Source: an optimization exercise on an open RTL-to-GDS flow (aim: small area, a short achievable clock period and few clock cycles). Production flows keep margins and buffers that such runs may drop. In this exercise RTL edits were held to simulation tests only and were not proved equivalent to the original. Power is estimated from default activity; no workload was simulated.

==> design.v <==
module vole_f8add (
    input  wire [7:0] a,
    input  wire [7:0] b,
    output reg  [7:0] y
);
    wire [10:0] mag_a = {7'd0, a[3:0]} << a[6:4];
    wire [10:0] mag_b = {7'd0, b[3:0]} << b[6:4];
    wire signed [12:0] da = a[7] ? -$signed({2'b00, mag_a}) : $signed({2'b00, mag_a});
    wire signed [12:0] db = b[7] ? -$signed({2'b00, mag_b}) : $signed({2'b00, mag_b});
    wire signed [12:0] sum = da + db;
    wire        sign = sum[12];
    wire [12:0] neg  = -sum;
    wire [11:0] mag  = sign ? neg[11:0] : sum[11:0];    
    integer i;
    reg [3:0] top;      
    always @(*) begin
        top = 4'd0;
        for (i = 0; i < 12; i = i + 1)
            if (mag[i]) top = i[3:0];
    end
    wire [3:0]  top_m3 = top - 4'd3;
    wire [2:0]  e_norm = top_m3[2:0];
    wire [11:0] m_norm = mag >> e_norm;
    always @(*) begin
        if (mag < 12'd16)             
            y = {sign, 3'd0, mag[3:0]};
        else if (mag < 12'd2048)      
            y = {sign, e_norm, m_norm[3:0]};
        else                          
            y = {sign, 3'd7, mag[10:7]};
    end
endmodule
module vole_core (
    input  wire       clk,
    input  wire       rst,         
    output reg        mem_req,
    output reg        mem_we,
    output reg  [7:0] mem_addr,
    output reg  [7:0] mem_wdata,
    input  wire       mem_ready,
    input  wire       mem_rvalid,
    input  wire [7:0] mem_rdata,
    output reg        scr_valid,   
    output reg  [7:0] scr_data,    
    output wire       halted,
    output reg  [1:0] hcause,      
    output reg  [7:0] pc,
    input  wire [3:0] dbg_sel,     
    output wire [7:0] dbg_data
);
    localparam S_F0   = 3'd0,    
               S_F1   = 3'd1,    
               S_F2   = 3'd2,    
               S_EX   = 3'd3,    
               S_LD   = 3'd4,    
               S_HALT = 3'd5;
    localparam OP_NOP = 4'd0,  OP_LD1 = 4'd1, OP_LD2 = 4'd2, OP_ST  = 4'd3,
               OP_MOV = 4'd4,  OP_ADD = 4'd5, OP_FADD = 4'd6, OP_OR = 4'd7,
               OP_AND = 4'd8,  OP_XOR = 4'd9, OP_ROT = 4'd10, OP_JMP = 4'd11,
               OP_HLT = 4'd12;
    reg [2:0]  state;
    reg [15:0] ir;
    reg [7:0]  regs [0:15];
    wire [3:0] op = ir[15:12];
    wire [3:0] fr = ir[11:8];
    wire [3:0] fs = ir[7:4];
    wire [3:0] ft = ir[3:0];
    wire [7:0] xy = ir[7:0];
    wire [7:0] vr = regs[fr];
    wire [7:0] vs = regs[fs];
    wire [7:0] vt = regs[ft];
    wire [7:0] v0 = regs[0];
    assign dbg_data = regs[dbg_sel];
    assign halted   = (state == S_HALT);
    wire [7:0] fadd;
    vole_f8add u_fadd (.a(vs), .b(vt), .y(fadd));
    wire [15:0] rot2 = {vr, vr} >> ft[2:0];
    wire [7:0]  rot  = rot2[7:0];
    reg        alu_we;
    reg [3:0]  alu_rd;
    reg [7:0]  alu_val;
    always @(*) begin
        alu_we  = 1'b1;
        alu_rd  = fr;
        alu_val = 8'd0;
        case (op)
            OP_LD2:  alu_val = xy;
            OP_MOV:  begin alu_rd = ft; alu_val = vs; end
            OP_ADD:  alu_val = vs + vt;
            OP_FADD: alu_val = fadd;
            OP_OR:   alu_val = vs | vt;
            OP_AND:  alu_val = vs & vt;
            OP_XOR:  alu_val = vs ^ vt;
            OP_ROT:  alu_val = rot;
            default: alu_we = 1'b0;
        endcase
    end
    always @(*) begin
        mem_req   = 1'b0;
        mem_we    = 1'b0;
        mem_addr  = pc;
        mem_wdata = vr;
        case (state)
            S_F0: mem_req = 1'b1;
            S_F1: begin mem_req = 1'b1; mem_addr = pc + 8'd1; end
            S_EX: if (op == OP_LD1 || op == OP_ST) begin
                      mem_req  = 1'b1;
                      mem_we   = (op == OP_ST);
                      mem_addr = xy;
                  end
            default: ;
        endcase
    end
    integer k;
    always @(posedge clk) begin
        if (rst) begin
            state     <= S_F0;
            pc        <= 8'd0;
            ir        <= 16'd0;
            hcause    <= 2'd0;
            scr_valid <= 1'b0;
            scr_data  <= 8'd0;
            for (k = 0; k < 16; k = k + 1)
                regs[k] <= 8'd0;
        end else begin
            scr_valid <= 1'b0;
            case (state)
                S_F0: if (mem_ready) state <= S_F1;
                S_F1: begin
                    if (mem_rvalid) ir[15:8] <= mem_rdata;
                    if (mem_ready) state <= S_F2;
                end
                S_F2: begin
                    ir[7:0] <= mem_rdata;
                    pc      <= pc + 8'd2;
                    state   <= S_EX;
                end
                S_EX: begin
                    case (op)
                        OP_LD1: if (mem_ready) state <= S_LD;
                        OP_ST: if (mem_ready) begin
                            if (xy == 8'd0) begin
                                scr_valid <= 1'b1;
                                scr_data  <= vr;
                            end
                            state <= S_F0;
                        end
                        OP_JMP: begin
                            if (vr == v0) pc <= {xy[7:1], 1'b0};
                            state <= S_F0;
                        end
                        OP_HLT: begin
                            hcause <= 2'd1;
                            state  <= S_HALT;
                        end
                        4'd13, 4'd14, 4'd15: begin
                            hcause <= 2'd2;
                            state  <= S_HALT;
                        end
                        default: begin
                            if (alu_we) regs[alu_rd] <= alu_val;
                            state <= S_F0;
                        end
                    endcase
                end
                S_LD: begin
                    regs[fr] <= mem_rdata;
                    state    <= S_F0;
                end
                default: state <= S_HALT;
            endcase
        end
    end
endmodule
==> run.sh <==
#!/bin/bash
# synth_recipe.tcl (not shown) runs the flow's synth.tcl, then flattens the netlist and writes it again
# the make line also repeats each setting of config.mk as NAME=value (left out here)
make -C /OpenROAD-flow-scripts/flow DESIGN_CONFIG=/design/flow/config.mk WORK_HOME=/design/flow/orfs CLKGATE_MAP_FILE= SYNTH_SCRIPT=/design/flow/synth_recipe.tcl finish
==> config.mk <==
export PLATFORM = sky130hd
export DESIGN_NAME = vole_core
export DESIGN_NICKNAME = vole_core
export VERILOG_FILES = /design/flow/design.v
export SDC_FILE = /design/flow/constraint.sdc
export NUM_CORES = 4
export LEC_CHECK = 0
export CAP_MARGIN = 20
export CORE_MARGIN = 2
export CORE_UTILIZATION = 40
export SLEW_MARGIN = 20
==> constraint.sdc <==
create_clock -name core_clock -period 12.0 [get_ports {clk}]
set_input_delay 2.4000 -clock core_clock [delete_from_list [all_inputs] [get_ports {clk}]]
set_output_delay 2.4000 -clock core_clock [all_outputs]
set_load 0.01 [all_outputs]
==> flow_summary.toml <==
[power_and_ir_drop]
powerDensity_nw_per_um2 = 151
p_leak_uw = 0.00543
peakVddDrop_mv = 0.115

[global_route]
antenna_found_initial = 0
grt_max_degree = 57
grt_overflow = 0
grt_pass1_wl_mm = 76.4
grt_usage_pct = 25.9
grt_pass1_vias = 12300

[die]
rows = 71
dieArea_um2 = 39500
ioPinCount = 62
die_y_um = 199
start_util_pct = 40.5
fp.dieW_um = 199
core_area_um2 = 37500

[critical_path]
cp.required_ns = 12.16
critPathKind = "reg -> reg"
cp_common_cell = "ha_1"
slowest_delay_ns = 0.96
slowest_stage = "nor4_2"
crit_path_max_fanout = 20
setup.worst_path.start_class = "flip-flop"
end_kind = "flip-flop"
worstPathArrival_ns = 10.45

[cells_and_area]
final_common_cell = "nor2_1"
diodes = 0
drive_gt1_share_pct = 16.9
area_growth_pct = 10.4
final_nets = 1563
final_cell_mix = "nor2_1 (216), nand2_1 (161), mux4_2 (148)"
final_util_pct = 44.6

[yosys]
synth_cells = 1508
synth_seq_cells = 177
ys_seq_area_share_pct = 31.8
synth_edf_count = 128
syn_avg_cell_area_um2 = 10.1
syn-cell-area_um2 = 15200
yosysWarningCount = 2
synth_cell_types = 93
synth_nets = 1559
async_reset_ff_share_pct = 0
synth_ff_type = "edfxtp_1"

[clock_network]
cts_tree = "built"
cts_made_buffers = 17
clk_latency_ns = 0.45
clkTransAtPathRegs_ns = 0.07
ctsHoldBuffers = 0
clock_path_buffers = 2
cts_root_buffer = "clkbuf_16"
cts_sinks = 177
postCtsSetupBuffers = 0
cts_resized = 0
htreeDepth = 4

[status]
status = "complete, no violations"

[routing]
vias = 13100
firstDrtPassIters = 6
final_antenna_net_count = 0
drc = 0
viasPerCell = 6.43
drt_iter0_drc = 1545
avgRoutedWirePerCell_um = 24.5
drt-total-wl_mm = 49.9

[sta]
period_needed_ns = 10.29
rsz0062_at_grt = "no"
slew_violations = 0
slew_headroom_pct = 20.4
hold_viol_final = 0
finClkSkew_ns = 0.0129
tightest_slew_ns = 1.19
fin_worst_hold_slack_ns = 0.505
clock.fmax_ghz = 0.0971
fin_crit_sh_pct = 85.8
setup_tns_ns = 0
setup-violations-final = 0

[placement]
port_buffers = 60
gp_congestion = 0.955
dpl.hpwl_mm = 38.2

[worst_hold_path]
min-delay-start = "hcause[0]"
hold_path_class = "reg -> reg"

[flow_run]
maxCapViolCount = 0
==> state kept, by name, indices dropped and copies added, names as in the netlist, named ones only <==
| signal | count |
|---|---|
| pc | 7 |
| hcause | 2 |
| ir | 16 |
| state | 3 |
| regs | 128 |
| scr_valid | 1 |
| scr_data | 8 |
==> report_power, final <==
group,internal [uW],switching [uW],total (uW)
clock network,294,268,562
registers,673,35.2,708
logic,465,793,1260
total,1430,1100,2530
==> worst max-delay path, delay by kind of cell (launching register included) <==
kind	cells	cell delay (ns)
buffers and inverters	3	0.69
AOI/OAI and AO/OA	11	3.63
xor gates and xnor gates	1	0.09
muxes	1	0.42
and+or+nand+nor	9	3.33
adders and majority gates	3	0.89
DFF	1	0.94
==> through the flow <==
stage / setup slack, ns / power, uW / cells / cell area [um2]
3_3_place_gp: 2.07 / 1950 / 2004 / 16100
3_5_place_dp: 1.90 / 1940 / 2004 / 16100
4_1_cts: 1.82 / 2500 / 2035 / 16700
2_1_floorplan: 3.93 / 1620 / 1508 / 15200
5_1_grt: 0.948 / 2660 / 2035 / 16700
6_report: 1.71 / 2530 / 2035 / 16700
==> logic make-up (layout without fill, tap and decap cells) <==
kind of cell             after synthesis  after routing  synth area share, %
AND/OR/NAND/NOR                      578            578                 17.9
AO/OA/AOI/OAI                        324            324                 14.9
multiplexers                         198            198                 25.3
flip-flops                           177            177                 31.8
buffers and inverters                143            159                 4.05
XOR/XNOR                              52             52                 3.00
adder cells (fa/ha/maj)               35             35                 2.99
other                                  1              1               0.0247
==> area by class of cell <==
cell class / count / area [um2]
Fill cell: 3659 / 20700
Sequential cell: 177 / 4830
Multi-Input combinational cell: 1188 / 9770
Inverter: 44 / 165
Timing Repair Buffer: 84 / 771
Clock buffer: 18 / 429
Tap cell: 511 / 639
Clock inverter: 13 / 140
==> metal layers <==
| metal | GRT usage (%) | wire (um) | up-vias |
|---|---|---|---|
| li1 | - | - | 5798 |
| met1 | 35.1 | 20100 | 6451 |
| met2 | 41.4 | 23600 | 733 |
| met3 | 5.17 | 4520 | 97 |
| met4 | 8.87 | 1710 | 0 |
| met5 | 0 | 0 | - |
==> worst paths after layout <==
path	end	slack [ns]	depth (start not counted)
setup / recovery	regs[3][1]	1.71	28
hold / removal	hcause[0]	0.51	2
setup reg to reg	regs[3][1]	1.71	28
hold reg to reg	hcause[0]	0.51	2
==> synthesized netlist by cell type, types with 15 or more instances <==
cell,instances,area share (%)
buf_2,20,0.66
xnor2_1,39,2.3
nand2_1,161,4.0
inv_1,38,0.94
a21oi_1,73,2.4
dfxtp_1,49,6.5
mux2i_1,43,2.8
mux4_2,148,22
nand2b_1,23,0.95
o21ai_0,73,2.4
nor2b_1,15,0.62
clkbuf_1,55,1.4
nor2_1,216,5.3
edfxtp_1,128,25
ha_1,33,2.7
a211oi_1,21,1.0
nand3_1,38,1.3
nor3_1,27,0.89
Testbench counts, summed over its fixed seeds: cycles 148,894.

static timing again, ports no longer ideal:
In the flow no input, the clock included, has a driving cell. The finished layout below was timed again as built, in two steps.
Step 1, drivers: a clkbuf_16 drives clk and a buf_2 each remaining input, both assumed.
Step 2, shift: input delay + t, output delay - t, t = (earliest + latest rising clock arrival at the registers) / 2. This alone moves slack from input paths to output paths.
a / b / c = ideal / step 1 / step 2; a / b = the first two.
shift t [ns]: 0.489
slack for setup (ns): 1.706 / 1.706 / 1.706
worst setup path after step 2: register to register
slew at the worst register clock pin (ns): 0.08 / 0.08
worst slew at a driven data input, ns: 0.03
After both steps setup and hold are still met in this run. The setup slack of this run moves by 0.000 ns with the drivers and by 0.000 ns with both steps.
